What follows belongs to an exercise in optimizing a design on an open flow for small area, a short achievable clock period and few clock cycles; a production flow would make more cautious choices. The RTL was checked by simulation tests, not by an equivalence proof against the original design.

**flow/design.v**
```verilog
module smc_digest (
    input  wire         clk,
    input  wire         rst,         
    input  wire         in_valid,
    output wire         in_ready,
    input  wire [31:0]  in_data,     
    input  wire         in_last,     
    input  wire [2:0]   in_nbytes,   
    output reg          out_valid,   
    output wire [127:0] out_digest   
);
    localparam [31:0] IV0 = 32'h01234567;
    localparam [31:0] IV1 = 32'h89ABCDEF;
    localparam [31:0] IV2 = 32'hFEDCBA98;
    localparam [31:0] IV3 = 32'h76543210;
    reg [511:0] ring;            
    reg [31:0]  a, b, c, d;      
    reg [31:0]  p0, p1, p2, p3;  
    reg [31:0]  q;               
    reg [6:0]   kp;              
    reg [15:0]  rsel;            
    reg [3:0]   ph;              
    reg [4:0]   nw;              
    reg         ld_first, ld_final;   
    reg         ex_first, ex_final;   
    reg         dummy;           
    reg         msg_done;        
    reg         mark_pending;    
    reg         late;            
    reg [9:0]   nwords;          
    reg [1:0]   lastnb;          
    reg         step;            
    reg         ffwd;            
    reg [3:0]   fsel;            
    reg [3:0]   ra;              
    reg [5:0]   rb;              
    reg         load_iv;         
    reg         at16, at65;      
    wire [3:0] j       = nw[3:0];
    wire       ld_slot = !nw[4] && (ph == j);
    reg        in_ready_r;       
    assign in_ready    = in_ready_r;
    wire       take    = in_ready_r && in_valid;
    wire       pad_ld  = ld_slot && msg_done;
    reg [31:0] last_word;
    always @(*) begin
        case (in_nbytes)
            3'd0:    last_word = 32'h00000080;
            3'd1:    last_word = {16'h0000, 8'h80, in_data[7:0]};
            3'd2:    last_word = {8'h00, 8'h80, in_data[15:0]};
            3'd3:    last_word = {8'h80, in_data[23:0]};
            default: last_word = in_data;
        endcase
    end
    wire [31:0] pad_word = mark_pending ? 32'h00000080 :
                           (j == 4'd14 && !late) ? {17'd0, nwords, lastnb, 3'd0} : 32'd0;
    wire [31:0] in_word  = in_last ? last_word : in_data;
    wire [31:0] lane15   = ld_slot ? (msg_done ? pad_word : in_word) : ring[31:0];
    reg  [31:0] f1, f0;
    wire [31:0] f = (b & f1) | (~b & f0);
    wire [31:0] t;
    smc_add32 u_add_t (.x(q), .y(f), .s(t));
    wire [31:0] ta  = ({32{ra[0]}} & t) | ({32{ra[1]}} & {t[30:0], t[31]})
                    | ({32{ra[2]}} & {t[29:0], t[31:30]}) | ({32{ra[3]}} & {t[28:0], t[31:29]});
    wire [31:0] rot = ({32{rb[0]}} & ta) | ({32{rb[1]}} & {ta[30:0], ta[31]})
                    | ({32{rb[2]}} & {ta[23:0], ta[31:24]}) | ({32{rb[3]}} & {ta[16:0], ta[31:17]})
                    | ({32{rb[4]}} & {ta[9:0], ta[31:10]}) | ({32{rb[5]}} & {ta[3:0], ta[31:4]});
    wire [31:0] nb;
    smc_add32 u_add_nb (.x(step ? b : 32'd0), .y(rot), .s(nb));
    wire [3:0] ni = kp[3:0];
    reg        pf;               
    wire [6:0] kp1 = (kp == 7'd67) ? 7'd0 : kp + 7'd1;
    wire [6:0] kpn = pf ? kp1 : kp;
    wire [3:0] ph_n  = at65 ? 4'd0 : ph + 4'd1;
    wire [3:0] x     = kpn[3:0];
    wire       ph_ok = !at65 && ph_n == x + 4'd1;
    wire       pf_s1 = (kpn[6:4] != 3'd0) ||
                       (ph_ok && ((nw > {1'b0, x}) || (ld_slot && msg_done && nw == {1'b0, x})));
    wire       pf_s2 = ph_ok && ld_slot && !msg_done && nw == {1'b0, x};
    wire       pf_n  = pf_s1 || (pf_s2 && in_valid);
    wire [4:0] nw_p1 = nw + 5'd1;
    wire [4:0] nw_nt = pad_ld ? nw_p1 : nw;
    wire       rdy_nt = at65 ? !(msg_done && !ex_final)
                             : (!nw_nt[4] && ph_n == nw_nt[3:0] && !msg_done);
    wire       rdy_tk = !at65 && !nw_p1[4] && ph_n == nw_p1[3:0] && !msg_done;
    wire       rdy_n  = (in_ready_r && in_valid) ? (rdy_tk && !in_last) : rdy_nt;
    function [3:0] lane_of(input [6:0] op);
        case (op[5:4])
            2'd0:    lane_of = 4'd15;
            2'd1:    lane_of = {op[1:0], 2'b00};
            2'd2:    lane_of = {op[2:0], 1'b0} + 4'd4;
            default: lane_of = op[3:0] * 4'd6 + 4'd15;
        endcase
    endfunction
    reg [31:0] rk;
    always @(*) begin
        case (kp[5:4])
            2'd0:    rk = 32'h11111111;
            2'd1:    rk = 32'h22222222;
            2'd2:    rk = 32'h44444444;
            default: rk = 32'h88888888;
        endcase
    end
    reg [31:0] ivw;
    always @(*) begin
        case (kp[1:0])
            2'd0:    ivw = IV0;
            2'd1:    ivw = IV3;
            2'd2:    ivw = IV2;
            default: ivw = IV1;
        endcase
    end
    reg [31:0] wr;
    integer li;
    always @(*) begin
        wr = 32'd0;
        for (li = 0; li < 16; li = li + 1)
            wr = wr | ({32{rsel[li]}} & ring[li*32 +: 32]);
    end
    wire [31:0] wsel = !pf ? 32'd0 :
                       kp[6] ? (ex_first ? ivw : p1) : wr;
    wire [31:0] ksel = (pf && !kp[6]) ? {rk[31:8], rk[7:0] + {4'd0, ni}} : 32'd0;
    wire [31:0] an   = load_iv ? IV0 : d;
    wire [31:0] cn   = load_iv ? IV2 : b;    
    wire [31:0] dn   = load_iv ? IV3 : c;
    wire [3:0]  fsel_n = (pf && !kp[6]) ? (4'b0001 << kp[5:4]) : 4'b0000;
    wire [31:0] cs_s = an ^ wsel ^ ksel;
    wire [31:0] cs_c = (an & wsel) | (an & ksel) | (wsel & ksel);
    wire [31:0] qn;
    smc_add32bk u_add_q (.x(cs_s), .y({cs_c[30:0], 1'b0}), .s(qn));
    assign out_digest = {p1, p2, p3, p0};
    always @(posedge clk) begin
        ring <= {lane15, ring[511:32]};
        p0 <= p1;
        p1 <= p2;
        p2 <= p3;
        p3 <= ffwd ? nb : p0;
        a <= load_iv ? IV0 : d;
        b <= load_iv ? IV1 : nb;
        c <= cn;
        d <= dn;
        f1 <= ({32{fsel_n[0]}} & cn) | ({32{fsel_n[1]}} & (cn | dn))
            | ({32{fsel_n[2]}} & ~(cn ^ dn)) | ({32{fsel_n[3]}} & ~cn);
        f0 <= ({32{fsel_n[0]}} & dn) | ({32{fsel_n[1]}} & (cn & ~dn))
            | ({32{fsel_n[2]}} & (cn ^ dn)) | ({32{fsel_n[3]}} & ~(cn ^ dn));
        q <= qn;
        rsel <= 16'd1 << lane_of(kpn);
    end
    always @(posedge clk) begin
        if (rst) begin
            out_valid    <= 1'b0;
            kp           <= 7'd67;
            pf           <= 1'b1;
            in_ready_r   <= 1'b1;
            step         <= 1'b0;
            ffwd         <= 1'b1;
            fsel         <= 4'b0000;
            ra           <= 4'b0001;
            rb           <= 6'b000001;
            load_iv      <= 1'b0;
            at16         <= 1'b0;
            at65         <= 1'b0;
            ph           <= 4'd0;
            nw           <= 5'd0;
            ld_first     <= 1'b1;
            ld_final     <= 1'b0;
            ex_first     <= 1'b1;
            ex_final     <= 1'b1;
            dummy        <= 1'b1;
            msg_done     <= 1'b0;
            mark_pending <= 1'b0;
            late         <= 1'b0;
            nwords       <= 10'd0;
            lastnb       <= 2'd0;
        end else begin
            out_valid <= load_iv && !dummy;
            if (load_iv) dummy <= 1'b0;
            kp      <= kpn;
            pf      <= pf_n;
            in_ready_r <= rdy_n;
            step    <= pf && !kp[6];
            ffwd    <= pf && kp[6];
            fsel    <= (pf && !kp[6]) ? (4'b0001 << kp[5:4]) : 4'b0000;
            ra      <= (pf && !kp[6]) ? (4'b0001 << kp[5:4]) : 4'b0001;
            rb      <= !(pf && !kp[6])          ? 6'b000001 :
                       ({kp[5:4], kp[1:0]} == 4'hF) ? 6'b100000 :
                       (6'b000010 << kp[1:0]);
            load_iv <= pf && kp == 7'd67 && ex_final;
            at16    <= pf && kp == 7'd16;
            at65    <= pf && kp == 7'd65;
            if (at16) begin
                ex_first <= ld_first;
                ex_final <= ld_final;
            end
            if (at65) begin
                ph       <= 4'd0;
                nw       <= 5'd0;
                ld_first <= ex_final;
                ld_final <= 1'b0;
                late     <= 1'b0;
                if (ex_final) begin
                    msg_done     <= 1'b0;
                    mark_pending <= 1'b0;
                    nwords       <= 10'd0;
                    lastnb       <= 2'd0;
                end
            end else begin
                ph <= ph + 4'd1;
                if (take || pad_ld) nw <= nw_p1;
                if (take) begin
                    if (in_last) begin
                        if (in_nbytes[2]) nwords <= nwords + 10'd1;
                        lastnb       <= in_nbytes[1:0];
                        msg_done     <= 1'b1;
                        mark_pending <= (in_nbytes == 3'd4);
                        if (in_nbytes < 3'd4 && j[3:1] == 3'b111) late <= 1'b1;
                    end else begin
                        nwords <= nwords + 10'd1;
                    end
                end
                if (pad_ld) begin
                    if (mark_pending) begin
                        mark_pending <= 1'b0;
                        if (j[3:1] == 3'b111) late <= 1'b1;
                    end else if (j == 4'd14 && !late) begin
                        ld_final <= 1'b1;
                    end
                end
            end
        end
    end
endmodule
module smc_add32 (
    input  wire [31:0] x,
    input  wire [31:0] y,
    output wire [31:0] s
);
    assign s = x + y;
endmodule
module smc_add32bk (
    input  wire [31:0] x,
    input  wire [31:0] y,
    output wire [31:0] s
);
  wire [31:0] g0 = x & y, p0 = x ^ y;
  wire [31:0] g[0:9], p[0:9];
  assign g[0] = g0; assign p[0] = p0;
  genvar l, i;
  generate for (l = 0; l < 5; l = l + 1) begin: up
    for (i = 0; i < 32; i = i + 1) begin: b
      if (((i + 1) % (2 << l)) == 0) begin
        assign g[l+1][i] = g[l][i] | (p[l][i] & g[l][i - (1<<l)]);
        assign p[l+1][i] = p[l][i] & p[l][i - (1<<l)];
      end else begin
        assign g[l+1][i] = g[l][i];
        assign p[l+1][i] = p[l][i];
      end
    end
  end
  for (l = 0; l < 4; l = l + 1) begin: dn
    for (i = 0; i < 32; i = i + 1) begin: b
      localparam integer D = 8 >> l;
      if (((i + 1) % (2*D)) == D && i >= 2*D - 1 + 0 && i > D) begin
        assign g[l+6][i] = g[l+5][i] | (p[l+5][i] & g[l+5][i - D]);
        assign p[l+6][i] = p[l+5][i] & p[l+5][i - D];
      end else begin
        assign g[l+6][i] = g[l+5][i];
        assign p[l+6][i] = p[l+5][i];
      end
    end
  end endgenerate
  assign s = p0 ^ {g[9][30:0], 1'b0};
endmodule
```
**flow/flow/run.sh**
```bash
#!/bin/bash
# The standard layout with three changes: synthesis leaves adders to ABC
# (no half/full-adder cell extraction), the ports get the smallest buffer, and
# ORFS's timing repair aims 8.5 ns below the clock period.
set -euo pipefail
bash standard.sh ADDER_MAP_FILE= SETUP_SLACK_MARGIN=8.5 "BUFFER_PORTS_ARGS=-buffer_cell sky130_fd_sc_hd__buf_1" finish > run_standard.log 2>&1
```
**flow/standard.sh**
```bash
#!/bin/bash
# synth_recipe.tcl (not shown) runs the flow's synth.tcl, then flattens the netlist and writes it again
# the make line also repeats each setting of config.mk as NAME=value (left out here)
make -C /OpenROAD-flow-scripts/flow DESIGN_CONFIG=/design/flow/config.mk WORK_HOME=/design/flow/orfs CLKGATE_MAP_FILE= SYNTH_SCRIPT=/design/flow/synth_recipe.tcl "${@:-finish}"
```
**flow/config.mk**
```make
export PLATFORM = sky130hd
export DESIGN_NAME = smc_digest
export DESIGN_NICKNAME = smc_digest
export VERILOG_FILES = /design/flow/design.v
export SDC_FILE = /design/flow/constraint.sdc
export NUM_CORES = 4
export LEC_CHECK = 0
export ABC_AREA = 1
export CAP_MARGIN = 20
export CORE_MARGIN = 2
export CORE_UTILIZATION = 40
export CTS_BUF_LIST = sky130_fd_sc_hd__clkbuf_4
export CTS_CLUSTER_DIAMETER = 40
export CTS_CLUSTER_SIZE = 8
export SLEW_MARGIN = 20
export TNS_END_PERCENT = 0
```
**flow/constraint.sdc**
```tcl
create_clock -name core_clock -period 12.0 [get_ports {clk}]
set_input_delay 2.4000 -clock core_clock [delete_from_list [all_inputs] [get_ports {clk}]]
set_output_delay 2.4000 -clock core_clock [all_outputs]
set_load 0.01 [all_outputs]
```
==> summary.md, run 1 <==
| Metric | Value |
|---|---|
| Post-Syn Nets | `5193` |
| Final Critical Period | `roughly 3.9 ns` |
| Root Driver | `clkbuf_4` |
| Crit-path leading delay family | `flip-flops` |
| Ys async rst share | `0` |
| Reg-to-reg critical path startpoint | `b[2]` |
| IO buf count | `roughly 170` |
| R2R setup slack | `8.12 ns` |
| Endpoint, Worst Hold | `ring[439]` |
| Hold depth | `0` |
| Clock latency (worst-skew pair) | `between 1 and 1.5 ns` |
| RSZ-0062 raised after global routing | `yes` |
| CTS tree | `built` |
| Achievable frequency | `0.255 GHz` |
| Avg Cell Area, Syn | `~7.3 um2` |
| Leading area contributor after synthesis | `dfxtp_1` |
| Core Box Area | `slightly above 90000 um2` |
| Initial antenna violation count | `2` |
| Max stage delay cell, worst path | `dfxtp_4` |
| Area grow syn2layout | `15.5%` |
| Initial core utilization | `0.404` |
| Yosys reg bits | `902` |
| Number of global-route vias before repair | `32586` |
| Ys Warns | `2` |
| Worst slew pin tran | `1.21 ns` |
| Synth cell types | `61` |
| Post-synthesis cell count | `between 5000 and 6000` |
| Largest net degree at the start of global routing | `just over 70` |
| Die W | `roughly 310 um` |
| Die area | `roughly 97000 um2` |
| CTS clk-pin slew, worst paths | `0.08 ns` |
| Critical path type | `flip-flop to output pin` |
| Number of cell rows | `between 100 and 150` |
| DRC violations left | `0` |
| ANT nets after route | `0` |
| Hpwl dp | `around 93000 um` |
| Vias | `35251` |
| Hold Startpoint | `ring[471]` |
| First-pass GRT wire length | `between 150000 and 200000 um` |
| WL per Instance | `between 15 and 20 um` |
| Setup violations, final | `0` |
| Hold Buf Count CTS | `0` |
| CP cell instances | `buf_6` |
| CP Data Required Time | `9.60 ns` |
| GRT Total Usage | `0.262` |
| Pre-antenna DRT Iters | `6` |
| Final instance area | `43600 um2` |
| Status | `timing/DRC/antenna clean` |
| WP data arrival | `approximately 1.5 ns` |
| EDFF count, synth | `0` |
| Main synth FF type | `dfxtp_1` |
| Placed cell areas | `approximately 40000 um2` |
| Layout cells sized above 1 | `0.185` |
| Worst setup SP type | `flip-flop` |
| Sequential share of the synthesized area | `0.478` |
| # Max-Cap Violations | `0` |
| Final hold viol count | `0` |
| Part of the cycle the worst path needs | `0.327` |
| Critical Path Max Stage Delay | `about 0.41 ns` |
| Setup_tns | `0 ns` |
| Worst r2r path cells | `28` |
| Levels on crit path | `1` |
| Bufs and invs on worst path | `1` |
| Area share of the largest cell type after synthesis | `0.478` |
| Final wirelength | `roughly 130000 um` |
| GPL Wtd Cong | `approximately 1` |
| Initial DRC count | `3197` |
| RR Endpoint | `p3[31]` |
| CP Capture Type | `output pin` |
| I/O pin count | `approximately 170` |
| Clock sinks | `roughly 900` |
| Max-slew violation count | `0` |
| Fin nets | `roughly 5500` |
| Clock skew | `between 0.09 and 0.1 ns` |
| Slew HR | `0.187` |
| Clk buf depth | `3` |
| Total gr overflow | `0` |
| Top cells by area, synth | `dfxtp_1 48%, nand2_1 18%, nand3_1 5.7%` |
| Area of the mapped netlist | `roughly 38000 um2` |
| Total CTS buffers | `approximately 140` |
| Hold Crit Class | `flip-flop to flip-flop` |
| Via density per instance | `around 5.2` |
| Crit Path Max Fanout | `2` |
| CTS H-Tree Depth | `4` |
| Fill count | `about 9400` |
| Die height | `311 um` |
-- registers in the layout, indices dropped and copies added (netlist names), 7 cells and up --
name	count
b	32
c	32
d	32
f0	32
f1	32
kp	7
nwords	10
p0	32
p1	32
p2	32
p3	32
q	32
ring	512
rsel	16
-- cell type report --
class / instances / area, um2 / share of cell area
inverters: 527 / 2000 / 0.0458
well taps: 1254 / 1570 / 0.0360
repair buffers: 264 / 1640 / 0.0377
clock inverters: 41 / 443 / 0.0102
diodes: 7 / 17.5 / 0.000402
multi-input cells: 3573 / 18500 / 0.424
clock buffers: 151 / 1130 / 0.0260
flip-flops and latches: 902 / 18300 / 0.420
-- routing by layer --
layer / GRT usage / vias to the layer above / wire [um]
met2: 0.412 / 1325 / 58300
met1: 0.351 / 16508 / 57600
met5: 0 / - / 0
met3: 0.0610 / 240 / 11000
met4: 0.0907 / 0 / 4610
li1: - / 17178 / -
-- cells in the mapped netlist, types with 27 or more instances --
library cell and n:
dfxtp_1 902, buf_1 28, nand2_1 1763, nor2_1 364, xor2_1 56, o21ai_0 177
buf_2 33, nor2_2 46, nand2_2 112, inv_2 48, a21oi_1 104, o2111ai_1 49
nand4_1 91, inv_1 472, a221oi_1 72, nand3_1 427, o21ai_1 32, clkbuf_1 88
nand3_2 27
-- placed cells by master, fill, tap and decap left out, types with 13 or more instances in the layout --
master	instances
a211oi_1	15
a21o_1	13
a21oi_1	88
a21oi_2	21
a221oi_1	72
a22o_1	15
buf_1	72
buf_2	48
buf_4	84
clkbuf_2	41
clkbuf_4	151
clkinv_1	16
dfxtp_1	800
dfxtp_2	51
dfxtp_4	51
inv_1	468
inv_2	47
nand2_1	1677
nand2_2	163
nand2_4	39
nand3_1	369
nand3_2	79
nand3b_1	20
nand4_1	91
nor2_1	306
nor2_2	52
nor2_4	71
nor3_1	18
o2111ai_1	49
o211ai_1	13
o21ai_0	158
o21ai_1	40
o21ai_2	13
o221ai_1	18
xnor2_1	20
xor2_1	53
-- stage by stage --
stage / setup slack (ns) / std cells / hold WS, ns / utilization
detailed placement: 7.33 / 6458 / 0.334 / 0.425
floorplan: 8.51 / 5154 / 0.331 / -
CTS: 7.98 / 6665 / 0.297 / 0.446
global placement: 7.36 / 6457 / 0.332 / 0.424
global route: 7.94 / 6717 / 0.307 / 0.467
finish: 8.07 / 6719 / 0.289 / 0.467
-- worst max-delay path by stage --
stage               startpoint         endpoint  slack [ns]
floorplan             in_valid        nwords[9]        8.51
global placement            pf            q[31]        7.36
detailed placement          pf            q[31]        7.33
CTS                     p1[25]  out_digest[121]        7.98
global route              b[2]           p3[29]        7.94
finish                   p1[4]  out_digest[100]        8.07
-- cell families after synthesis --
| group | synth area share |
|---|---|
| simple gates | 0.340 |
| flops | 0.478 |
| buf+inv | 0.0693 |
| compound gates | 0.0947 |
| xor+xnor | 0.0176 |
-- repair_timing --
action | CTS | global route
cloned | 1 | 2
pin swaps | 3 | 92
gates resized for setup | 175 | 456
setup endpoints to repair | 220 | 219
buffers inserted | 14 | 44
Testbench counts, summed over its fixed seeds: cycles 86,588.
==> inputs of run 2 (changes only) <==
--- a/flow/config.mk
+++ b/flow/config.mk
@@ -8,9 +8,9 @@
 export ABC_AREA = 1
 export CAP_MARGIN = 20
 export CORE_MARGIN = 2
-export CORE_UTILIZATION = 40
-export CTS_BUF_LIST = sky130_fd_sc_hd__clkbuf_4
-export CTS_CLUSTER_DIAMETER = 40
-export CTS_CLUSTER_SIZE = 8
+export CORE_UTILIZATION = 35
+export CTS_BUF_LIST = sky130_fd_sc_hd__clkbuf_8
+export CTS_CLUSTER_DIAMETER = 50
+export CTS_CLUSTER_SIZE = 14
 export SLEW_MARGIN = 20
 export TNS_END_PERCENT = 0
==> summary.md, run 2 <==
| Metric | Value |
|---|---|
| Status | `timing/DRC/antenna clean (unchanged)` |
| Crit Path Max Fanout | `4 (was 2)` |
| Final Critical Period | `3.78 ns (was 3.93 ns)` |
| Final hold viol count | `0 (unchanged)` |
| Post-synthesis cell count | `5154 (unchanged)` |
| Total gr overflow | `0 (unchanged)` |
| Total CTS buffers | `87 (was 143)` |
| Top cells by area, synth | `dfxtp_1 48%, nand2_1 18%, nand3_1 5.7% (unchanged)` |
| Setup violations, final | `0 (unchanged)` |
| Ys Warns | `2 (unchanged)` |
| Core Box Area | `107000 um2 (was 93500 um2)` |
| Die area | `111000 um2 (was 96900 um2)` |
| Vias | `34961 (was 35251)` |
| Critical Path Most Common Cell | `nand2_2` |
| WP data arrival | `4.36 ns (was 1.53 ns)` |
| Critical path type | `flip-flop to flip-flop (was flip-flop to output pin)` |
| Die height | `333 um (was 311 um)` |
| Fill count | `11064 (was 9381)` |
| Hpwl dp | `93500 um (was 92800 um)` |
| Bufs and invs on worst path | `3 (was 1)` |
| RSZ-0062 raised after global routing | `yes (unchanged)` |
| CP Data Required Time | `12.58 ns (was 9.60 ns)` |
| Most frequent cells in the layout | `1666 x nand2_1, 822 x dfxtp_1, 480 x inv_1 (was 1677 x nand2_1, 800 x dfxtp_1, 468 x inv_1)` |
| DRC violations left | `0 (unchanged)` |
| GPL Wtd Cong | `0.981 (was 0.997)` |
| Worst r2r path cells | `26 (was 28)` |
| Area share of the largest cell type after synthesis | `0.478 (unchanged)` |
| WL per Instance | `19.4 um (was 19.6 um)` |
| Clk buf depth | `3 (unchanged)` |
| Endpoint, Worst Hold | `p2[16] (was ring[439])` |
| Commonest non-fill, non-tap cell in the layout | `nand2_1 (unchanged)` |
| Area of the mapped netlist | `37800 um2 (unchanged)` |
| Hold depth | `0 (unchanged)` |
| Hold Crit Class | `flip-flop to flip-flop (unchanged)` |
| DR top layer | `met5 (was met4)` |
| R2R setup slack | `8.22 ns (was 8.12 ns)` |
| CTS H-Tree Depth | `3 (was 4)` |
| Most frequent cells after synthesis | `1763 x nand2_1, 902 x dfxtp_1, 472 x inv_1, 427 x nand3_1, 364 x nor2_1 (unchanged)` |
| Die W | `333 um (was 311 um)` |
| First-pass GRT wire length | `198000 um (was 195000 um)` |
| Avg Cell Area, Syn | `7.33 um2 (unchanged)` |
| Clock skew | `0.0786 ns (was 0.0924 ns)` |
| Worst setup SP type | `flip-flop (unchanged)` |
| Max stage delay cell, worst path | `dfxtp_4 (unchanged)` |
| Leading area contributor after synthesis | `dfxtp_1 (unchanged)` |
| Pre-antenna DRT Iters | `6 (unchanged)` |
| Sequential share of the synthesized area | `0.478 (unchanged)` |
| Number of cell rows | `120 (was 112)` |
| Biggest register | `ring (unchanged)` |
| Yosys reg bits | `902 (unchanged)` |
| EDFF count, synth | `0 (unchanged)` |
| Metal2 WL | `58300 um (about the same)` |
| Initial antenna violation count | `4 (was 2)` |
| Critical Path Max Stage Delay | `0.37 ns (was 0.41 ns)` |
| Clock sinks | `902 (unchanged)` |
| Initial DRC count | `2908 (was 3197)` |
| Via density per instance | `5.14 (was 5.25)` |
| Achievable frequency | `0.264 GHz (was 0.255 GHz)` |
| Max FFs per register | `512 (unchanged)` |
| DP Worst Slack | `7.28 ns (was 7.33 ns)` |
| GRT Total Usage | `0.231 (was 0.262)` |
| Synth cell types | `61 (unchanged)` |
| Crit-path leading delay family | `simple AND/OR/NAND/NOR gates (was flip-flops)` |
| Wire length on met1 | `59100 um (was 57600 um)` |
| Main synth FF type | `dfxtp_1 (unchanged)` |
| # Max-Cap Violations | `0 (unchanged)` |
| Number of global-route vias before repair | `32892 (was 32586)` |
| Final design utilization | `0.410 (was 0.467)` |
| CTS tree | `built (unchanged)` |
| Slew HR | `0.178 (was 0.187)` |
| Setup_tns | `0 ns (unchanged)` |
| Reg-to-reg critical path startpoint | `b[2] (unchanged)` |
| RR Endpoint | `p3[17] (was p3[31])` |
| Hold Startpoint | `p3[16] (was ring[471])` |
| I/O pin count | `169 (unchanged)` |
| Area grow syn2layout | `16.3% (was 15.5%)` |
| PnR worst setup slack | `8.22 ns (was 8.07 ns)` |
| CTS clk-pin slew, worst paths | `0.09 ns (was 0.08 ns)` |
| Top-count cell post-synth | `nand2_1 (unchanged)` |
| Worst slew pin tran | `1.22 ns (was 1.21 ns)` |
| Largest net degree at the start of global routing | `87 (was 71)` |
| Post-Syn Nets | `5193 (unchanged)` |
| Part of the cycle the worst path needs | `0.315 (was 0.327)` |
| Clock latency (worst-skew pair) | `0.73 ns (was 1.05 ns)` |
| Max-slew violation count | `0 (unchanged)` |
| CP Capture Type | `flip-flop (was output pin)` |
| Final wirelength | `132000 um (about the same)` |
| Min Hold Slack | `0.334 ns (was 0.289 ns)` |
| ANT nets after route | `0 (unchanged)` |
| Root Driver | `clkbuf_8 (was clkbuf_4)` |
| Routed wl met3 | `9840 um (was 11000 um)` |
| Ys async rst share | `0 (unchanged)` |
| IO buf count | `168 (unchanged)` |
| Fin nets | `5385 (was 5450)` |
| Layout cells sized above 1 | `0.168 (was 0.185)` |
| Initial core utilization | `0.353 (was 0.404)` |
| Hold Buf Count CTS | `0 (unchanged)` |
-- run 2: cell counts after synthesis --
Identical to the previous run, type by type.
-- run 2: worst max path at each step --
stage,endpoint,slack [ns],from,depth (start not counted)
5_1_grt,b[23],7.96,b[22],31
3_3_place_gp,q[31],7.31,pf,26
2_1_floorplan,nwords[9],8.51,in_valid,13
3_5_place_dp,q[31],7.28,pf,25
6_report,p3[17],8.22,b[2],26
4_1_cts,out_digest[105],8.31,p1[9],1
-- run 2: metrics by stage --
step                area, um2  std cells
detailed placement      39900       6610
CTS                     43200       6784
floorplan               37800       5154
global placement        39900       6610
finish                  43900       6798
global route            43900       6797
-- run 2: final cells by class --
class / instances / area [um2] / share of cell area
Inverter: 527 / 1990 / 0.0454
Clock buffer: 93 / 1280 / 0.0291
Multi-Input combinational cell: 3574 / 18700 / 0.426
Sequential cell: 902 / 18300 / 0.416
Clock inverter: 43 / 444 / 0.0101
Timing Repair Buffer: 254 / 1470 / 0.0334
Tap cell: 1403 / 1760 / 0.0400
Antenna cell: 2 / 5.00 / 0.000114
-- run 2: kinds of logic after synthesis --
family	after synthesis	share of synthesized area
buffers and inverters	680	0.0693
AOI/OAI and AO/OA	553	0.0947
and+or+nand+nor	2943	0.340
DFF	902	0.478
xor gates and xnor gates	76	0.0176
-- run 2: per-layer routing --
metal,up-vias,global-route usage
li1,16980,-
met1,16438,0.315
met2,1324,0.366
met3,215,0.0392
met4,4,0.0872
met5,-,0
-- run 2: timing repair --
item                                    in CTS  in global routing
gates cloned                                 2                  0
pin swaps                                   73                 75
buffers inserted                            36                 11
gates resized for setup                    422                172
endpoints found under the hold margin        0                  0
endpoints found under the setup margin     220                230
==> inputs of run 3 (changes only) <==
--- a/flow/config.mk
+++ b/flow/config.mk
@@ -8,7 +8,7 @@
 export ABC_AREA = 1
 export CAP_MARGIN = 20
 export CORE_MARGIN = 2
-export CORE_UTILIZATION = 35
+export CORE_UTILIZATION = 40
 export CTS_BUF_LIST = sky130_fd_sc_hd__clkbuf_8
 export CTS_CLUSTER_DIAMETER = 50
 export CTS_CLUSTER_SIZE = 14
==> summary.md, run 3 <==
| Metric | Value |
|---|---|
| RR Endpoint | `p3[26] (was p3[17])` |
| First-pass GRT wire length | `196000 um (was 198000 um)` |
| Crit Path Max Fanout | `5 (was 4)` |
| Critical path type | `flip-flop to flip-flop (unchanged)` |
| CTS H-Tree Depth | `3 (unchanged)` |
| Status | `timing/DRC/antenna clean (unchanged)` |
| GPL Wtd Cong | `0.997 (was 0.981)` |
| Max stage delay cell, worst path | `dfxtp_4 (unchanged)` |
| Final hold viol count | `0 (unchanged)` |
| Fin nets | `5393 (was 5385)` |
| Number of cell rows | `112 (was 120)` |
| Leading area contributor after synthesis | `dfxtp_1 (unchanged)` |
| Synth cell types | `61 (unchanged)` |
| Die W | `311 um (was 333 um)` |
| GRT Total Usage | `0.262 (was 0.231)` |
| DP Worst Slack | `7.33 ns (was 7.28 ns)` |
| Largest net degree at the start of global routing | `71 (was 87)` |
| Pre-antenna DRT Iters | `6 (unchanged)` |
| Hpwl dp | `92800 um (was 93500 um)` |
| Avg Cell Area, Syn | `7.33 um2 (unchanged)` |
| Placed insts | `6458 (was 6610)` |
| Main synth FF type | `dfxtp_1 (unchanged)` |
| WP data arrival | `4.38 ns (was 4.36 ns)` |
| Core Box Area | `93500 um2 (was 107000 um2)` |
| Setup_tns | `0 ns (unchanged)` |
| Sequential cell area | `18300 um2 (about the same)` |
| Number of global-route vias before repair | `32503 (was 32892)` |
| Initial core utilization | `0.404 (was 0.353)` |
| Area of the mapped netlist | `37800 um2 (unchanged)` |
| EDFF count, synth | `0 (unchanged)` |
| Layout Cells excl Fill | `6667 (was 6798)` |
| Die height | `311 um (was 333 um)` |
| Area of the multi-input gates | `18900 um2 (was 18700 um2)` |
| ANT nets after route | `0 (unchanged)` |
| Root Driver | `clkbuf_8 (unchanged)` |
| Die area | `96900 um2 (was 111000 um2)` |
| # Max-Cap Violations | `0 (unchanged)` |
| RSZ-0062 raised after global routing | `yes (unchanged)` |
| R2R setup slack | `8.20 ns (was 8.22 ns)` |
| Initial antenna violation count | `4 (unchanged)` |
| CP Capture Type | `flip-flop (unchanged)` |
| Critical Path Max Stage Delay | `0.37 ns (about the same)` |
| Layout cells sized above 1 | `0.178 (was 0.168)` |
| Sequential share of the synthesized area | `0.478 (unchanged)` |
| Top-count cell post-synth | `nand2_1 (unchanged)` |
| CTS tree | `built (unchanged)` |
| PnR worst setup slack | `8.20 ns (was 8.22 ns)` |
| Vias | `35023 (was 34961)` |
| Max FFs per register | `512 (unchanged)` |
| Final wirelength | `132000 um (about the same)` |
| Total gr overflow | `0 (unchanged)` |
| Worst r2r path cells | `30 (was 26)` |
| Slew HR | `0.172 (was 0.178)` |
| Reg-to-reg critical path startpoint | `b[3] (was b[2])` |
| Area share of the largest cell type after synthesis | `0.478 (unchanged)` |
| Clock skew | `0.0577 ns (was 0.0786 ns)` |
| Clock sinks | `902 (unchanged)` |
| Top cells by area, synth | `dfxtp_1 48%, nand2_1 18%, nand3_1 5.7% (unchanged)` |
| Clock latency (worst-skew pair) | `0.74 ns (was 0.73 ns)` |
| Commonest non-fill, non-tap cell in the layout | `nand2_1 (unchanged)` |
| Max-slew violation count | `0 (unchanged)` |
| Post-synthesis cell count | `5154 (unchanged)` |
| Post-Syn Nets | `5193 (unchanged)` |
| Ys async rst share | `0 (unchanged)` |
| CTS clk-pin slew, worst paths | `0.09 ns (about the same)` |
| Fill count | `9362 (was 11064)` |
| Clk buf depth | `3 (unchanged)` |
| CP Data Required Time | `12.58 ns (about the same)` |
| Area grow syn2layout | `17.0% (was 16.3%)` |
| Final Critical Period | `3.80 ns (was 3.78 ns)` |
| Yosys reg bits | `902 (unchanged)` |
| Endpoint, Worst Hold | `ring[28] (was p2[16])` |
| IO buf count | `168 (unchanged)` |
| Hold Buf Count CTS | `0 (unchanged)` |
| Initial DRC count | `3012 (was 2908)` |
| Via density per instance | `5.25 (was 5.14)` |
| Ys Warns | `2 (unchanged)` |
| Most frequent cells in the layout | `1653 x nand2_1, 819 x dfxtp_1, 478 x inv_1 (was 1666 x nand2_1, 822 x dfxtp_1, 480 x inv_1)` |
| I/O pin count | `169 (unchanged)` |
| Most frequent cells after synthesis | `1763 x nand2_1, 902 x dfxtp_1, 472 x inv_1, 427 x nand3_1, 364 x nor2_1 (unchanged)` |
| Hold depth | `0 (unchanged)` |
| WL per Instance | `19.8 um (was 19.4 um)` |
| Achievable frequency | `0.263 GHz (was 0.264 GHz)` |
| Hold Crit Class | `flip-flop to flip-flop (unchanged)` |
| Biggest register | `ring (unchanged)` |
| Total CTS buffers | `89 (was 87)` |
| DRC violations left | `0 (unchanged)` |
| Part of the cycle the worst path needs | `0.317 (was 0.315)` |
| Worst slew pin tran | `1.23 ns (was 1.22 ns)` |
| Critical Path Most Common Cell | `nand2_2 (unchanged)` |
| Hold Startpoint | `ring[60] (was p3[16])` |
| Setup violations, final | `0 (unchanged)` |
| Worst setup SP type | `flip-flop (unchanged)` |
[run 3: changes by cell type in the layout (fill, tap and decap cells not counted), moves of 9 or more]
cell and delta:
buf_1 +10, buf_2 -11, buf_4 +10, nand2_1 -13, nand2_2 +9, nand3_1 -34, nand3_2 +30
[run 3: timing repair]
item,CTS,global route
endpoints found under the setup margin,221,225
setup buffers,31,24
pin swaps,55,101
gates cloned,1,2
gates resized for setup,385,262
[run 3: kinds of logic after synthesis]
logic type | after synthesis | share of synthesized area
compound gates | 553 | 0.0947
xor+xnor | 76 | 0.0176
buf+inv | 680 | 0.0693
flops | 902 | 0.478
simple gates | 2943 | 0.340
[run 3: metrics by stage]
stage / hold WS (ns) / cell area [um2] / util
2_1_floorplan: 0.331 / 37800 / -
3_3_place_gp: 0.332 / 39600 / 0.424
3_5_place_dp: 0.334 / 39700 / 0.425
4_1_cts: 0.328 / 43000 / 0.460
5_1_grt: 0.323 / 44200 / 0.473
6_report: 0.333 / 44200 / 0.473
[run 3: worst max-delay path by stage]
stage,startpoint,endpoint
floorplan,in_valid,nwords[9]
global placement,pf,q[31]
detailed placement,pf,q[31]
CTS,p1[4],out_digest[100]
global route,b[2],b[28]
finish,b[3],p3[26]
[run 3: layout make-up]
class | count | share of cell area
tap | 1254 | 0.0355
sequential | 902 | 0.413
inverter | 527 | 0.0452
clock buffer | 94 | 0.0293
multi-input combinational | 3573 | 0.429
clock inverter | 51 | 0.0125
timing repair buffer | 261 | 0.0351
antenna | 5 | 0.000283
[run 3: worst max-delay path, delay by kind of cell (launching register included)]
| family | cells | cell delay (ns) |
|---|---|---|
| simple gates | 26 | 2.94 |
| flops | 1 | 0.37 |
| compound gates | 1 | 0.18 |
| buf+inv | 3 | 0.16 |
[run 3: layer usage]
layer | track usage | vias to the layer above | part of all wire
met5 | 0 | - | 0.00020
met4 | 0.0795 | 4 | 0.030
met3 | 0.0536 | 212 | 0.083
met2 | 0.419 | 1320 | 0.45
met1 | 0.354 | 16470 | 0.44
li1 | - | 17017 | -
==> inputs of run 4 (changes only) <==
--- a/flow/config.mk
+++ b/flow/config.mk
@@ -12,5 +12,6 @@
 export CTS_BUF_LIST = sky130_fd_sc_hd__clkbuf_8
 export CTS_CLUSTER_DIAMETER = 50
 export CTS_CLUSTER_SIZE = 14
+export GPL_ROUTABILITY_DRIVEN = 0
 export SLEW_MARGIN = 20
 export TNS_END_PERCENT = 0
==> summary.md, run 4 <==
| Metric | Value |
|---|---|
| EDFF count, synth | `0 (unchanged)` |
| Largest net degree at the start of global routing | `54 (was 71)` |
| Final Critical Period | `3.89 ns (was 3.80 ns)` |
| Hold Startpoint | `ring[331] (was ring[60])` |
| Vias | `35104 (was 35023)` |
| Status | `timing/DRC/antenna clean (unchanged)` |
| Via density per instance | `5.26 (was 5.25)` |
| DP Worst Slack | `7.26 ns (was 7.33 ns)` |
| Layout Cells excl Fill | `6672 (was 6667)` |
| Clock latency (worst-skew pair) | `0.74 ns (about the same)` |
| Reg-to-reg critical path startpoint | `b[9] (was b[3])` |
| CP Data Required Time | `12.60 ns (was 12.58 ns)` |
| Clock skew | `0.0505 ns (was 0.0577 ns)` |
| CP Capture Type | `flip-flop (unchanged)` |
| Top-count cell post-synth | `nand2_1 (unchanged)` |
| # Max-Cap Violations | `0 (unchanged)` |
| Bufs and invs on worst path | `4 (was 3)` |
| Hold depth | `0 (unchanged)` |
| Slew HR | `0.132 (was 0.172)` |
| Part of the cycle the worst path needs | `0.325 (was 0.317)` |
| Core Box Area | `93500 um2 (unchanged)` |
| Initial antenna violation count | `2 (was 4)` |
| Area grow syn2layout | `17.2% (was 17.0%)` |
| Crit-path leading delay family | `simple AND/OR/NAND/NOR gates (unchanged)` |
| Worst r2r path cells | `25 (was 30)` |
| Fill count | `9321 (was 9362)` |
| Number of global-route vias before repair | `32662 (was 32503)` |
| Clk buf depth | `3 (unchanged)` |
| Area share of the largest cell type after synthesis | `0.478 (unchanged)` |
| Die area | `96900 um2 (unchanged)` |
| Initial DRC count | `3413 (was 3012)` |
| Setup_tns | `0 ns (unchanged)` |
| Most frequent cells after synthesis | `1763 x nand2_1, 902 x dfxtp_1, 472 x inv_1, 427 x nand3_1, 364 x nor2_1 (unchanged)` |
| Placed cell areas | `39700 um2 (about the same)` |
| Total CTS buffers | `85 (was 89)` |
| Max-slew violation count | `0 (unchanged)` |
| First-pass GRT wire length | `194000 um (was 196000 um)` |
| Max stage delay cell, worst path | `xor2_1 (was dfxtp_4)` |
| Crit Path Max Fanout | `5 (unchanged)` |
| Die height | `311 um (unchanged)` |
| CTS H-Tree Depth | `3 (unchanged)` |
| Setup violations, final | `0 (unchanged)` |
| Avg Cell Area, Syn | `7.33 um2 (unchanged)` |
| Sequential share of the synthesized area | `0.478 (unchanged)` |
| Initial core utilization | `0.404 (unchanged)` |
| Main synth FF type | `dfxtp_1 (unchanged)` |
| Placed insts | `6459 (was 6458)` |
| Fin nets | `5409 (was 5393)` |
| CTS clk-pin slew, worst paths | `0.10 ns (was 0.09 ns)` |
| CTS tree | `built (unchanged)` |
| Top cells by area, synth | `dfxtp_1 48%, nand2_1 18%, nand3_1 5.7% (unchanged)` |
| Critical path type | `flip-flop to flip-flop (unchanged)` |
| Root Driver | `clkbuf_8 (unchanged)` |
| Ys Warns | `2 (unchanged)` |
| DRC violations left | `0 (unchanged)` |
| Total gr overflow | `0 (unchanged)` |
| IO buf count | `168 (unchanged)` |
| Most frequent cells in the layout | `1644 x nand2_1, 823 x dfxtp_1, 474 x inv_1 (was 1653 x nand2_1, 819 x dfxtp_1, 478 x inv_1)` |
| Max FFs per register | `512 (unchanged)` |
| I/O pin count | `169 (unchanged)` |
| Post-synthesis cell count | `5154 (unchanged)` |
| Die W | `311 um (unchanged)` |
| PnR worst setup slack | `8.11 ns (was 8.20 ns)` |
| Biggest register | `ring (unchanged)` |
| Leading area contributor after synthesis | `dfxtp_1 (unchanged)` |
| Yosys reg bits | `902 (unchanged)` |
| Final hold viol count | `0 (unchanged)` |
| Post-Syn Nets | `5193 (unchanged)` |
| ANT nets after route | `0 (unchanged)` |
| Layout cells sized above 1 | `0.181 (was 0.178)` |
| Ys async rst share | `0 (unchanged)` |
| WL per Instance | `19.8 um (about the same)` |
| Final instance area | `44300 um2 (was 44200 um2)` |
| Hold Crit Class | `flip-flop to flip-flop (unchanged)` |
| Number of cell rows | `112 (unchanged)` |
| RSZ-0062 raised after global routing | `yes (unchanged)` |
| Synth cell types | `61 (unchanged)` |
| Hpwl dp | `92500 um (was 92800 um)` |
| Levels on crit path | `25 (was 30)` |
| Achievable frequency | `0.257 GHz (was 0.263 GHz)` |
| WP data arrival | `4.49 ns (was 4.38 ns)` |
| Area of the mapped netlist | `37800 um2 (unchanged)` |
| Commonest non-fill, non-tap cell in the layout | `nand2_1 (unchanged)` |
| Hold Buf Count CTS | `0 (unchanged)` |
| Critical Path Max Stage Delay | `0.47 ns (was 0.37 ns)` |
| Worst Setup SP | `b[9] (was b[3])` |
| GRT Total Usage | `0.260 (was 0.262)` |
| Worst slew pin tran | `1.29 ns (was 1.23 ns)` |
| Clock sinks | `902 (unchanged)` |
| Final wirelength | `132000 um (about the same)` |
| Pre-antenna DRT Iters | `9 (was 6)` |
| Worst setup SP type | `flip-flop (unchanged)` |
-- run 4: cell types whose count changed in the layout (fill, tap and decap cells not counted), moves of 6 or more --
| cell | before | now |
|---|---|---|
| dfxtp_2 | 41 | 32 |
| nand3_2 | 103 | 94 |
| inv_8 | 9 | 1 |
| nand2_1 | 1653 | 1644 |
| nand3_1 | 338 | 345 |
| a21oi_2 | 31 | 25 |
| buf_2 | 35 | 51 |
| buf_1 | 128 | 114 |
| buf_4 | 78 | 96 |
| nand2_2 | 179 | 188 |
-- run 4: final cells by class --
cell class                      count  area (um2)  share of cell area
Multi-Input combinational cell   3573       19000               0.429
Sequential cell                   902       18300               0.413
Inverter                          527        1990              0.0449
Timing Repair Buffer              281        1700              0.0384
Tap cell                         1254        1570              0.0354
Clock buffer                       98        1350              0.0305
Clock inverter                     34         398             0.00899
Antenna cell                        3        7.51            0.000170
-- run 4: cells by family after synthesis --
logic type / Yosys count / synth area share
AOI/OAI and AO/OA: 553 / 0.0947
and+or+nand+nor: 2943 / 0.340
DFF: 902 / 0.478
xor gates and xnor gates: 76 / 0.0176
buffers and inverters: 680 / 0.0693
-- run 4: timing repair --
action,CTS,global route
resized for setup,375,288
setup buffers,45,30
pin swaps,61,124
setup endpoints to repair,221,233
hold endpoints to repair,0,0
gates cloned,1,2
-- run 4: through the flow --
| stage | hold WS, ns | utilization |
|---|---|---|
| floorplan | 0.331 | - |
| global placement | 0.333 | 0.424 |
| detailed placement | 0.335 | 0.424 |
| CTS | 0.310 | 0.459 |
| global route | 0.327 | 0.473 |
| finish | 0.307 | 0.474 |
-- run 4: metal layers --
layer	vias up	wire length, um	track usage
li1	17040	-	-
met1	16509	57800	0.349
met2	1343	59500	0.419
met3	212	10800	0.0515
met4	0	3900	0.0798
met5	-	0	0
-- run 4: path summary, 6_finish.rpt --
path,endpoint,slack [ns]
setup / recovery,p3[7],8.11
hold / removal,ring[299],0.31
setup reg to reg,p3[7],8.11
hold reg to reg,ring[299],0.31
==> inputs of run 5 (changes only) <==
==> flow/flow/run.sh (replaced) <==
#!/bin/bash
# The standard layout with three changes: synthesis leaves adders to ABC
# (no half/full-adder cell extraction), the ports get the smallest buffer, and
# ORFS's timing repair aims 8.5 ns below the clock period, after global
# routing only (no setup repair before that).
set -euo pipefail
A="ADDER_MAP_FILE="
B="BUFFER_PORTS_ARGS=-buffer_cell sky130_fd_sc_hd__buf_1"
bash standard.sh "$A" "$B" SETUP_SLACK_MARGIN=0 cts > run_standard_1.log 2>&1
bash standard.sh "$A" "$B" SETUP_SLACK_MARGIN=8.5 finish > run_standard_2.log 2>&1
--- a/flow/config.mk
+++ b/flow/config.mk
@@ -12,6 +12,5 @@
 export CTS_BUF_LIST = sky130_fd_sc_hd__clkbuf_8
 export CTS_CLUSTER_DIAMETER = 50
 export CTS_CLUSTER_SIZE = 14
-export GPL_ROUTABILITY_DRIVEN = 0
 export SLEW_MARGIN = 20
 export TNS_END_PERCENT = 0
==> summary.md, run 5 <==
| Metric | Value |
|---|---|
| Status | `timing/DRC/antenna clean (unchanged)` |
| Most frequent cells in the layout | `1656 x nand2_1, 856 x dfxtp_1, 470 x inv_1 (was 1644 x nand2_1, 823 x dfxtp_1, 474 x inv_1)` |
| Critical path type | `flip-flop to flip-flop (unchanged)` |
| Hold Buf Count CTS | `0 (unchanged)` |
| Placed cell areas | `39700 um2 (about the same)` |
| CTS tree | `built (unchanged)` |
| First-pass GRT wire length | `193000 um (was 194000 um)` |
| Clk buf depth | `3 (unchanged)` |
| # Max-Cap Violations | `0 (unchanged)` |
| Die area | `96900 um2 (unchanged)` |
| Final Critical Period | `3.94 ns (was 3.89 ns)` |
| I/O pin count | `169 (unchanged)` |
| Biggest register | `ring (unchanged)` |
| Ys async rst share | `0 (unchanged)` |
| WP data arrival | `4.60 ns (was 4.49 ns)` |
| Top-count cell post-synth | `nand2_1 (unchanged)` |
| Setup_tns | `0 ns (unchanged)` |
| Leading area contributor after synthesis | `dfxtp_1 (unchanged)` |
| Post-synthesis cell count | `5154 (unchanged)` |
| Sequential cell area | `18200 um2 (was 18300 um2)` |
| Most frequent cells after synthesis | `1763 x nand2_1, 902 x dfxtp_1, 472 x inv_1, 427 x nand3_1, 364 x nor2_1 (unchanged)` |
| Root Driver | `clkbuf_8 (unchanged)` |
| Total CTS buffers | `91 (was 85)` |
| Area share of the largest cell type after synthesis | `0.478 (unchanged)` |
| Mux contribution to synthesized area | `0 (unchanged)` |
| Number of global-route vias before repair | `32338 (was 32662)` |
| Pre-antenna DRT Iters | `6 (was 9)` |
| DRC violations left | `0 (unchanged)` |
| CP Data Required Time | `12.66 ns (was 12.60 ns)` |
| CTS clk-pin slew, worst paths | `0.09 ns (was 0.10 ns)` |
| Simple logic cell fraction of the synthesized area | `0.340 (unchanged)` |
| RSZ-0062 raised after global routing | `yes (unchanged)` |
| Worst slew pin tran | `1.34 ns (was 1.29 ns)` |
| Ys Warns | `2 (unchanged)` |
| Min Hold Slack | `0.308 ns (was 0.307 ns)` |
| Slew HR | `0.0988 (was 0.132)` |
| Yosys reg bits | `902 (unchanged)` |
| Fill count | `9426 (was 9321)` |
| Area of the multi-input gates | `18900 um2 (was 19000 um2)` |
| Post-Syn Nets | `5193 (unchanged)` |
| Vias | `35256 (was 35104)` |
| Crit Path Max Fanout | `5 (unchanged)` |
| IO buf count | `168 (unchanged)` |
| Number of cell rows | `112 (unchanged)` |
| Synth cell types | `61 (unchanged)` |
| Combinational family with the most area after synthesis | `simple AND/OR/NAND/NOR gates (unchanged)` |
| Total gr overflow | `0 (unchanged)` |
| Initial core utilization | `0.404 (unchanged)` |
| Layout cells sized above 1 | `0.164 (was 0.181)` |
| GPL Wtd Cong | `0.980` |
| Main synth FF type | `dfxtp_1 (unchanged)` |
| EDFF count, synth | `0 (unchanged)` |
| WL per Instance | `19.9 um (was 19.8 um)` |
| Achievable frequency | `0.254 GHz (was 0.257 GHz)` |
| Max-slew violation count | `0 (unchanged)` |
| Largest net degree at the start of global routing | `72 (was 54)` |
| Avg Cell Area, Syn | `7.33 um2 (unchanged)` |
| Worst setup SP type | `flip-flop (unchanged)` |
| Commonest non-fill, non-tap cell in the layout | `nand2_1 (unchanged)` |
| Die W | `311 um (unchanged)` |
| CTS H-Tree Depth | `3 (unchanged)` |
| Hpwl dp | `93400 um (was 92500 um)` |
| Post-Synth XOR/XNOR Area | `0.0176 (unchanged)` |
| Final wirelength | `133000 um (was 132000 um)` |
| Clock skew | `0.0924 ns (was 0.0505 ns)` |
| Via density per instance | `5.28 (was 5.26)` |
| Area grow syn2layout | `16.7% (was 17.2%)` |
| Final hold viol count | `0 (unchanged)` |
| Clock sinks | `902 (unchanged)` |
| Part of the cycle the worst path needs | `0.328 (was 0.325)` |
| Initial antenna violation count | `4 (was 2)` |
| Sequential share of the synthesized area | `0.478 (unchanged)` |
| CP Capture Type | `flip-flop (unchanged)` |
| Fin nets | `5405 (was 5409)` |
| Clock latency (worst-skew pair) | `0.76 ns (was 0.74 ns)` |
| Die height | `311 um (unchanged)` |
| Setup violations, final | `0 (unchanged)` |
| Final instance area | `44100 um2 (was 44300 um2)` |
| ANT nets after route | `0 (unchanged)` |
| Initial DRC count | `3153 (was 3413)` |
| Hold Crit Class | `flip-flop to flip-flop (unchanged)` |
| Max FFs per register | `512 (unchanged)` |
| Area of the mapped netlist | `37800 um2 (unchanged)` |
| GRT Total Usage | `0.258 (was 0.260)` |
| Top cells by area, synth | `dfxtp_1 48%, nand2_1 18%, nand3_1 5.7% (unchanged)` |
| Core Box Area | `93500 um2 (unchanged)` |
| Compound-Gate Fraction of Synth Area | `0.0947 (unchanged)` |
| Adder-Cell Fraction of Synth Area | `0 (unchanged)` |
run 5: changes by cell type in the layout (fill, tap and decap cells not counted), moves of 8 or more:
| cell | before | now |
|---|---|---|
| buf_2 | 51 | 1 |
| dfxtp_4 | 47 | 22 |
| dfxtp_2 | 32 | 24 |
| buf_1 | 114 | 168 |
| nor2_4 | 80 | 69 |
| a21oi_2 | 25 | 33 |
| dfxtp_1 | 823 | 856 |
| nand2_1 | 1644 | 1656 |
| nor2_2 | 49 | 60 |
| buf_4 | 96 | 82 |
| nand2_2 | 188 | 171 |
run 5: logic make-up after synthesis:
kind of cell | Yosys count
AO/OA/AOI/OAI | 553
XOR/XNOR | 76
buffers and inverters | 680
flip-flops | 902
AND/OR/NAND/NOR | 2943
run 5: critical path, cell delays in order (launching register included):
cell and delay (ns):
dfxtp_4 0.40, inv_2 0.04, nand2_1 0.07, nand3b_1 0.19, buf_4 0.20, nand2_2 0.11, nand2_1 0.07, clkinv_1 0.07
nand2_4 0.08, buf_4 0.15, nand4_1 0.11, nand4_1 0.22, nand3_1 0.16, nand3_1 0.12, nor2_4 0.21, nor2_1 0.07
nor2_2 0.17, nand2_1 0.09, nand2_2 0.14, nand2_4 0.11, nor2_4 0.14, nand2_2 0.09, nor2_2 0.15, and2_1 0.15
nand2_2 0.07, nand4_1 0.20, nand3_4 0.15, nand2_2 0.12
run 5: per-stage QoR:
| stage | util | instances | worst slack (ns) |
|---|---|---|---|
| after global placement | 0.424 | 6460 | 7.28 |
| after global routing | 0.472 | 6677 | 7.86 |
| after detailed placement | 0.424 | 6460 | 7.22 |
| after floorplan | - | 5154 | 8.42 |
| final | 0.472 | 6678 | 8.06 |
| after CTS | 0.445 | 6609 | 7.17 |
run 5: cell type report:
| type | count | area share |
|---|---|---|
| Inverter | 527 | 0.0452 |
| Clock inverter | 54 | 0.0148 |
| Clock buffer | 95 | 0.0297 |
| Sequential cell | 902 | 0.412 |
| Tap cell | 1254 | 0.0356 |
| Timing Repair Buffer | 271 | 0.0352 |
| Multi-Input combinational cell | 3573 | 0.428 |
| Antenna cell | 2 | 0.000113 |
run 5: worst paths after layout:
path	start	slack, ns	end	depth (start not counted)
setup / recovery	b[3]	8.06	p3[24]	27
hold / removal	ring[42]	0.31	ring[10]	0
setup reg to reg	b[3]	8.06	p3[24]	27
hold reg to reg	ring[42]	0.31	ring[10]	0
run 5: layer usage:
layer	global-route usage	vias to the layer above	share of wire
met3	0.0457	199	0.080
met4	0.0758	0	0.028
li1	-	17038	-
met1	0.353	16610	0.44
met5	0	-	0
met2	0.417	1409	0.45
run 5: repair_timing:
| action | 4_1_cts | 5_1_grt |
|---|---|---|
| endpoints found under the setup margin | 0 | 245 |
| gates resized for setup | 0 | 538 |
| setup buffers | 0 | 63 |

## static timing again, ports no longer ideal
In the flow no input, the clock included, has a driving cell. The finished layouts below were timed again as built, in two steps. Step 1 (the two cells are an assumption about what drives the block):
set clk [get_ports {clk}]
set_driving_cell -lib_cell sky130_fd_sc_hd__clkbuf_16 $clk
set_driving_cell -lib_cell sky130_fd_sc_hd__buf_2 [delete_from_list [all_inputs] $clk]
Step 2 moves the port delays by t, midway between the first and last clock arrival at a register: inputs arrive t later, outputs are due t later. That takes back most of the time a late clock gives input paths. a / b / c = ideal / step 1 / step 2; a / b = the first two.
run	t, ns	setup slack, ns	worst setup path at the end
run 1	1.055	8.071 / 8.011 / 7.603	input to register
run 2	0.744	8.219 / 8.219 / 7.731	input to register
run 3	0.770	8.200 / 8.200 / 7.650	input to register
run 4	0.770	8.105 / 8.105 / 7.756	input to register
run 5	0.772	8.060 / 8.045 / 7.782	input to register
After both steps every run listed still meets setup and hold. For run 3, which loses most, drivers alone change the setup slack by 0.000 ns; drivers and shift together by -0.550 ns.
